Background: an optimization exercise with open tools, aiming at small area, a short achievable clock period and few clock cycles per item. Do not read the settings as production practice. In this exercise RTL edits were held to simulation tests only and were not proved equivalent to the original. Power and IR drop assume default switching activity.

==> config.mk <==
export PLATFORM = sky130hd
export DESIGN_NAME = scpp_csc
export DESIGN_NICKNAME = scpp_csc
export VERILOG_FILES = /design/flow/design.v
export SDC_FILE = /design/flow/constraint.sdc
export NUM_CORES = 4
export LEC_CHECK = 0
export CAP_MARGIN = 20
export CORE_MARGIN = 2
export CORE_UTILIZATION = 35
export SLEW_MARGIN = 20
==> constraint.sdc <==
create_clock -name core_clock -period 15.0 [get_ports {clk}]
set_input_delay 3.0000 -clock core_clock [delete_from_list [all_inputs] [get_ports {clk}]]
set_output_delay 3.0000 -clock core_clock [all_outputs]
set_load 0.01 [all_outputs]
==> design.v <==
module scpp_csc #(
    parameter ECOLS = 32                 
) (
    input  wire        clk,
    input  wire        rst,
    input  wire        cfg_we,
    input  wire [3:0]  cfg_addr,
    input  wire [31:0] cfg_wdata,
    input  wire        in_valid,
    output wire        in_ready,
    input  wire [4:0]  in_x,
    input  wire [12:0] in_y,
    input  wire [63:0] in_pix,
    output reg         out_valid,
    input  wire        out_ready,
    output reg  [63:0] out_pix
);
    reg signed [11:0] m00, m01, m02, m10, m11, m12, m20, m21, m22;
    reg signed [31:0] k0, k1, k2;
    reg        [2:0]  mop;
    reg               widen_en;
    reg               trunc_en;
    reg        [1:0]  dmeth;
    always @(posedge clk) begin
        if (rst) begin
            m00 <= 12'sd0; m01 <= 12'sd0; m02 <= 12'sd0;
            m10 <= 12'sd0; m11 <= 12'sd0; m12 <= 12'sd0;
            m20 <= 12'sd0; m21 <= 12'sd0; m22 <= 12'sd0;
            k0  <= 32'sd0; k1  <= 32'sd0; k2  <= 32'sd0;
            mop <= 3'd0; widen_en <= 1'b0; trunc_en <= 1'b0; dmeth <= 2'd0;
        end else if (cfg_we) begin
            case (cfg_addr)
                4'd0:  m00 <= cfg_wdata[11:0];
                4'd1:  m01 <= cfg_wdata[11:0];
                4'd2:  m02 <= cfg_wdata[11:0];
                4'd3:  k0  <= cfg_wdata;
                4'd4:  m10 <= cfg_wdata[11:0];
                4'd5:  m11 <= cfg_wdata[11:0];
                4'd6:  m12 <= cfg_wdata[11:0];
                4'd7:  k1  <= cfg_wdata;
                4'd8:  m20 <= cfg_wdata[11:0];
                4'd9:  m21 <= cfg_wdata[11:0];
                4'd10: m22 <= cfg_wdata[11:0];
                4'd11: k2  <= cfg_wdata;
                4'd12: begin
                    mop      <= cfg_wdata[2:0];
                    widen_en <= cfg_wdata[3];
                    trunc_en <= cfg_wdata[4];
                    dmeth    <= cfg_wdata[6:5];
                end
                default: ;
            endcase
        end
    end
    wire mat8  = (mop == 3'd1) || (mop == 3'd3);
    wire mat16 = (mop == 3'd2);
    wire do_verterr = trunc_en && (dmeth == 2'd1);
    wire do_ordered = trunc_en && (dmeth == 2'd2);
    wire [15:0] a_in  = in_pix[15:0];
    wire [15:0] c1_in = in_pix[31:16];
    wire [15:0] c2_in = in_pix[47:32];
    wire [15:0] c3_in = in_pix[63:48];
    wire [15:0] a_w  = widen_en ? {a_in[7:0],  a_in[7:0]}  : a_in;
    wire [15:0] c1_w = widen_en ? {c1_in[7:0], c1_in[7:0]} : c1_in;
    wire [15:0] c2_w = widen_en ? {c2_in[7:0], c2_in[7:0]} : c2_in;
    wire [15:0] c3_w = widen_en ? {c3_in[7:0], c3_in[7:0]} : c3_in;
    function [15:0] mat_row;
        input signed [11:0] ma, mb, mc;
        input signed [31:0] kk;
        input        [15:0] x1, x2, x3;
        input               is16;
        reg signed [35:0] acc;
        reg signed [27:0] q;
        begin
            acc = ma * $signed({1'b0, x1})
                + mb * $signed({1'b0, x2})
                + mc * $signed({1'b0, x3})
                + kk + 36'sd128;
            q = acc >>> 8;
            if (q < 0)
                mat_row = 16'd0;
            else if (is16 && q > 28'sd65535)
                mat_row = 16'hFFFF;
            else if (!is16 && q > 28'sd255)
                mat_row = 16'h00FF;
            else
                mat_row = q[15:0];
        end
    endfunction
    wire [15:0] r1 = mat_row(m00, m01, m02, k0, c1_w, c2_w, c3_w, mat16);
    wire [15:0] r2 = mat_row(m10, m11, m12, k1, c1_w, c2_w, c3_w, mat16);
    wire [15:0] r3 = mat_row(m20, m21, m22, k2, c1_w, c2_w, c3_w, mat16);
    wire        do_mat = mat8 || mat16;
    wire [15:0] a_m  = a_w;
    wire [15:0] c1_m = do_mat ? r1 : c1_w;
    wire [15:0] c2_m = do_mat ? r2 : c2_w;
    wire [15:0] c3_m = do_mat ? r3 : c3_w;
    reg [31:0] err [0:ECOLS-1];
    wire        err_clear = do_verterr && (in_x == 5'd0) && (in_y == 13'd0);
    wire [31:0] err_rd    = err_clear ? 32'd0 : err[in_x];
    function [5:0] bayer;
        input [2:0] row, col;
        reg [5:0] t;
        begin
            case ({row, col})
                6'o00: t = 0;  6'o01: t = 32; 6'o02: t = 8;  6'o03: t = 40;
                6'o04: t = 2;  6'o05: t = 34; 6'o06: t = 10; 6'o07: t = 42;
                6'o10: t = 48; 6'o11: t = 16; 6'o12: t = 56; 6'o13: t = 24;
                6'o14: t = 50; 6'o15: t = 18; 6'o16: t = 58; 6'o17: t = 26;
                6'o20: t = 12; 6'o21: t = 44; 6'o22: t = 4;  6'o23: t = 36;
                6'o24: t = 14; 6'o25: t = 46; 6'o26: t = 6;  6'o27: t = 38;
                6'o30: t = 60; 6'o31: t = 28; 6'o32: t = 52; 6'o33: t = 20;
                6'o34: t = 62; 6'o35: t = 30; 6'o36: t = 54; 6'o37: t = 22;
                6'o40: t = 3;  6'o41: t = 35; 6'o42: t = 11; 6'o43: t = 43;
                6'o44: t = 1;  6'o45: t = 33; 6'o46: t = 9;  6'o47: t = 41;
                6'o50: t = 51; 6'o51: t = 19; 6'o52: t = 59; 6'o53: t = 27;
                6'o54: t = 49; 6'o55: t = 17; 6'o56: t = 57; 6'o57: t = 25;
                6'o60: t = 15; 6'o61: t = 47; 6'o62: t = 7;  6'o63: t = 39;
                6'o64: t = 13; 6'o65: t = 45; 6'o66: t = 5;  6'o67: t = 37;
                6'o70: t = 63; 6'o71: t = 31; 6'o72: t = 55; 6'o73: t = 23;
                6'o74: t = 61; 6'o75: t = 29; 6'o76: t = 53; 6'o77: t = 21;
                default: t = 0;
            endcase
            bayer = t;
        end
    endfunction
    wire [7:0] thr = {bayer(in_y[2:0], in_x[2:0]), 2'b00};
    function [15:0] sat_add;
        input [15:0] v;
        input [7:0]  d;
        reg   [16:0] s;
        begin
            s = {1'b0, v} + {9'd0, d};
            sat_add = s[16] ? 16'hFFFF : s[15:0];
        end
    endfunction
    wire [7:0] dadd_a  = do_verterr ? err_rd[7:0]   : do_ordered ? thr : 8'd0;
    wire [7:0] dadd_c1 = do_verterr ? err_rd[15:8]  : do_ordered ? thr : 8'd0;
    wire [7:0] dadd_c2 = do_verterr ? err_rd[23:16] : do_ordered ? thr : 8'd0;
    wire [7:0] dadd_c3 = do_verterr ? err_rd[31:24] : do_ordered ? thr : 8'd0;
    wire [15:0] a_d  = sat_add(a_m,  dadd_a);
    wire [15:0] c1_d = sat_add(c1_m, dadd_c1);
    wire [15:0] c2_d = sat_add(c2_m, dadd_c2);
    wire [15:0] c3_d = sat_add(c3_m, dadd_c3);
    wire [63:0] res = trunc_en ? {8'd0, c3_d[15:8], 8'd0, c2_d[15:8],
                                  8'd0, c1_d[15:8], 8'd0, a_d[15:8]}
                               : {c3_m, c2_m, c1_m, a_m};
    assign in_ready = !out_valid || out_ready;
    wire accept = in_valid && in_ready;
    integer i;
    always @(posedge clk) begin
        if (accept && do_verterr) begin
            if (err_clear)
                for (i = 0; i < ECOLS; i = i + 1)
                    err[i] <= 32'd0;
            err[in_x] <= {c3_d[7:0], c2_d[7:0], c1_d[7:0], a_d[7:0]};
        end
    end
    always @(posedge clk) begin
        if (rst) begin
            out_valid <= 1'b0;
            out_pix   <= 64'd0;
        end else begin
            if (accept) begin
                out_valid <= 1'b1;
                out_pix   <= res;
            end else if (out_ready) begin
                out_valid <= 1'b0;
            end
        end
    end
endmodule
==> run.sh <==
#!/bin/bash
# synth_recipe.tcl (not shown) runs the flow's synth.tcl, then flattens the netlist and writes it again
# the make line also repeats each setting of config.mk as NAME=value (left out here)
make -C /OpenROAD-flow-scripts/flow DESIGN_CONFIG=/design/flow/config.mk WORK_HOME=/design/flow/orfs CLKGATE_MAP_FILE= SYNTH_SCRIPT=/design/flow/synth_recipe.tcl finish
==> flow_summary.ini <==
[placed_design]
dp_hpwl_um = 299000
preCtsSetupSlack_ns = 0.0585
place_congestion = 0.941
dp_cells = 16156
numPortBuffers = 188

[detailed_routing]
drtIter0Drc = 8755
vias = 86407
postRouteAntennaNets = 0
dr.pass1.iters = 6
drcViolationCount = 0
wirelength_um = 413000
wl_per_cell_um = 25.1
viasPerCell = 5.25

[clocking]
cts_hold_buf = 0
cts_sinks = 1300
clock_latency_ns = 0.95
htree_levels = 4
cts_resized = 0
clock_path_buffers = 4
tritoncts = built
path_clk_slew_ns = 0.06
root_buffer = clkbuf_16
cts_setup_buffers = 0
numCtsBuffers = 158

[worst_setup_path]
path_buf_inv = 9
critPathTopFamily = adder cells
start_kind = input port
startpoint = in_pix[60]
crit_type = in2reg
r2r_start = widen_en
crit_slowest_cell = fa_1
cp_max_fo = 32
required_ns = 15.53
endpoint_kind = flop
critPathMaxStageDelay_ns = 0.73
arrival_ns = 14.76
path_common_cell = fa_1

[floorplanning]
dieHeight_um = 590
core_area_um2 = 342000
die_x_um = 590
initial_core_util_pct = 35.1
rows = 215
pin_count = 189
die_area_um2 = 348000

[synth]
syn_area_um2 = 120000
ys.flop_type = edfxtp_1
synth_cells = 11732
synth_cell_types = 94
yosysTopAreaCell = fa_1
yosysTopAreaCellShare_pct = 28.0
async_flop_share_pct = 0
ys_seq_area_share_pct = 30.2
syn_avg_cell_area_um2 = 10.2
synth_edf_count = 1024
synthTopCellsByArea = fa_1, edfxtp_1, inv_1, ha_1, mux4_2
ys_warn_count = 1
ys_ff_latch = 1300
synthesis.nets = 14153

[sta]
rsz0062_at_grt = false
setup_slack_ns = 0.778
max_slew_margin_pct = 16.6
worst_hold_slack_ns = 0.449
fin_skew_ns = 0.163
fmax_mhz = 70.3
tightest_slew_ns = 1.25
setup_viol = 0
period_share_pct = 94.8
slew_viol_final = 0
fin_crit_ns = 14.22
fin_tns_setup_ns = 0
hold_viol = 0

[hold_path]
hp-start = k2[0]
hold_path_class = reg2reg

[finish]
final_cells = 16445
final_layout_size_suffix_gt1_share_pct = 9.15
syn_to_final_growth_pct = 11.4
num-nets-final = 14180
postLayoutCoreUtil_pct = 39.1

[grt]
grt_pass1_vias = 89136
grt_max_degree = 105
grt_usage_pct = 23.9
grt_pass1_wl_um = 610000
grt_remaining_overflow = 0
antenna_found_initial = 28

[pwr]
p_per_area_nw_per_um2 = 69.3
leakagePower_nw = 60.5
peakVddDrop_mv = 0.0925

[status]
status = no timing/DRC/antenna violations

[job]
drv_cap = 0
per-stage QoR:
stage                     cell area (um2)  total power [mW]
after floorplan                    120000              4.73
after global placement             129000              5.42
after detailed placement           129000              5.43
after CTS                          134000              9.29
after global routing               134000              9.54
final                              134000              9.26
worst min-delay path: stages, from the launching register on:
cell and delay (ns):
dfxtp_1 0.30, nand2_1 0.05, a21oi_1 0.05
cell families (layout without fill, tap and decap cells):
logic type	count (synthesis)	after routing	share of synthesized area [%]
adder cells (fa/ha/maj)	2298	2298	34.5
multiplexers	398	398	6.02
buffers and inverters	2868	3015	9.08
XOR/XNOR	93	93	0.679
AND/OR/NAND/NOR	3818	3818	14.3
flip-flops	1300	1300	30.2
other	0	9	0
AO/OA/AOI/OAI	957	957	5.25
cells in the final DEF, fill, tap and decap left out, types with 19 or more instances in the layout:
cell and instances:
mux2i_1 113, clkinv_1 24, a221oi_1 35, buf_2 30
xor2_1 39, o211ai_1 36, a22oi_1 88, a21oi_1 306
buf_4 382, and2_1 763, ha_1 620, clkbuf_1 35
nor2_1 1316, fa_1 1678, nand2_1 1339, a22o_1 41
mux2_2 26, buf_12 48, edfxtp_1 1024, and3_1 44
mux4_2 256, nand4_1 25, o21a_1 26, a21o_1 50
a211oi_1 31, clkdlybuf4s50_1 155, dfxtp_1 271, nor3_1 53
a31oi_1 27, clkbuf_16 163, nand2b_1 63, nand2_2 24
o21bai_1 19, nand3_1 44, o21ai_0 146, inv_1 2114
clkinv_2 25, or3_1 19, nor2_2 29, xnor2_1 54
cell type report:
cell class / count / area (um2)
clock inverter: 80 / 825
timing repair buffer: 618 / 5580
antenna: 9 / 22.5
fill: 33517 / 209000
sequential: 1300 / 36300
tap: 4557 / 5700
clock buffer: 200 / 4240
inverter: 2117 / 7950
multi-input combinational: 7564 / 73000
final timing paths:
| path | to | slack [ns] | depth (start not counted) |
|---|---|---|---|
| max | err[28][30] | 0.78 | 43 |
| min | k2[0] | 0.45 | 2 |
| max reg2reg | err[19][9] | 2.22 | 43 |
| min reg2reg | k2[0] | 0.45 | 2 |
layer usage:
layer  part of all wire (%)  wire, um  track usage (%)  vias up
met5                 0.0082        34                0        -
met4                    6.0     24700             11.9        6
met3                    9.0     37200             4.27      831
met2                     47    195000             39.3     4061
met1                     38    156000             30.5    44488
li1                       -         -                -    37021
synth_stat cells (19+ instances only):
cell / count
nor2_1: 1336
a221oi_1: 35
nand2_1: 1365
o21a_1: 26
o21bai_1: 19
nand4_1: 25
a21oi_1: 308
nand3_1: 44
a21o_1: 50
xor2_1: 39
ha_1: 620
buf_2: 46
and3_1: 45
nand2b_1: 63
a211oi_1: 31
a31oi_1: 27
edfxtp_1: 1024
xnor2_1: 54
fa_1: 1678
o211ai_1: 36
and2_1: 764
buf_1: 45
mux4_2: 256
o21ai_0: 146
inv_1: 2114
dfxtp_1: 276
nor3_1: 56
or3_1: 19
mux2_2: 26
mux2i_1: 114
a22o_1: 41
a22oi_1: 88
clkbuf_1: 649
state kept, by name (all words and copies together) (netlist names), 2 cells and up:
register	cells
err	1024
out_pix	64
k0	32
k1	32
k2	32
m00	12
m01	12
m02	12
m10	12
m11	12
m12	12
m20	12
m21	12
m22	12
mop	3
dmeth	2
power by group:
| group | leakage [nW] | internal, mW | total, mW | switching, mW |
|---|---|---|---|---|
| logic | 44.0 | 0.510 | 1.49 | 0.979 |
| registers | 14.1 | 3.85 | 3.89 | 0.0421 |
| clock network | 2.46 | 2.20 | 3.87 | 1.67 |
| total | 60.5 | 6.56 | 9.26 | 2.69 |
Testbench counts, summed over its fixed seeds: cycles 27,901, items 25,661.

[static timing again, ports no longer ideal]
The results above use ideal ports. As a check the final layout listed here was re-extracted and re-timed, cells and wires unchanged. Step 1: set_driving_cell puts a clkbuf_16 on clk and a buf_2 on each other input, an assumption about the parent block. Step 2, shift: input delay + t, output delay - t, t = (earliest + latest rising clock arrival at the registers) / 2. This alone moves slack from input paths to output paths. Slacks: ideal ports / drivers / drivers and shift; pairs: ideal ports / drivers.
t, ns: 0.974
slack for setup (ns): 0.778 / 0.785 / -0.188
latest minus earliest clock arrival (ns): 0.169 / 0.169
worst register clock-pin slew, ns: 0.07 / 0.07
pins driven straight from the clock port: 1
With both steps, setup timing fails in this run, where it was met with ideal ports. The setup slack of this run moves by +0.007 ns with the drivers and by -0.966 ns with both steps.
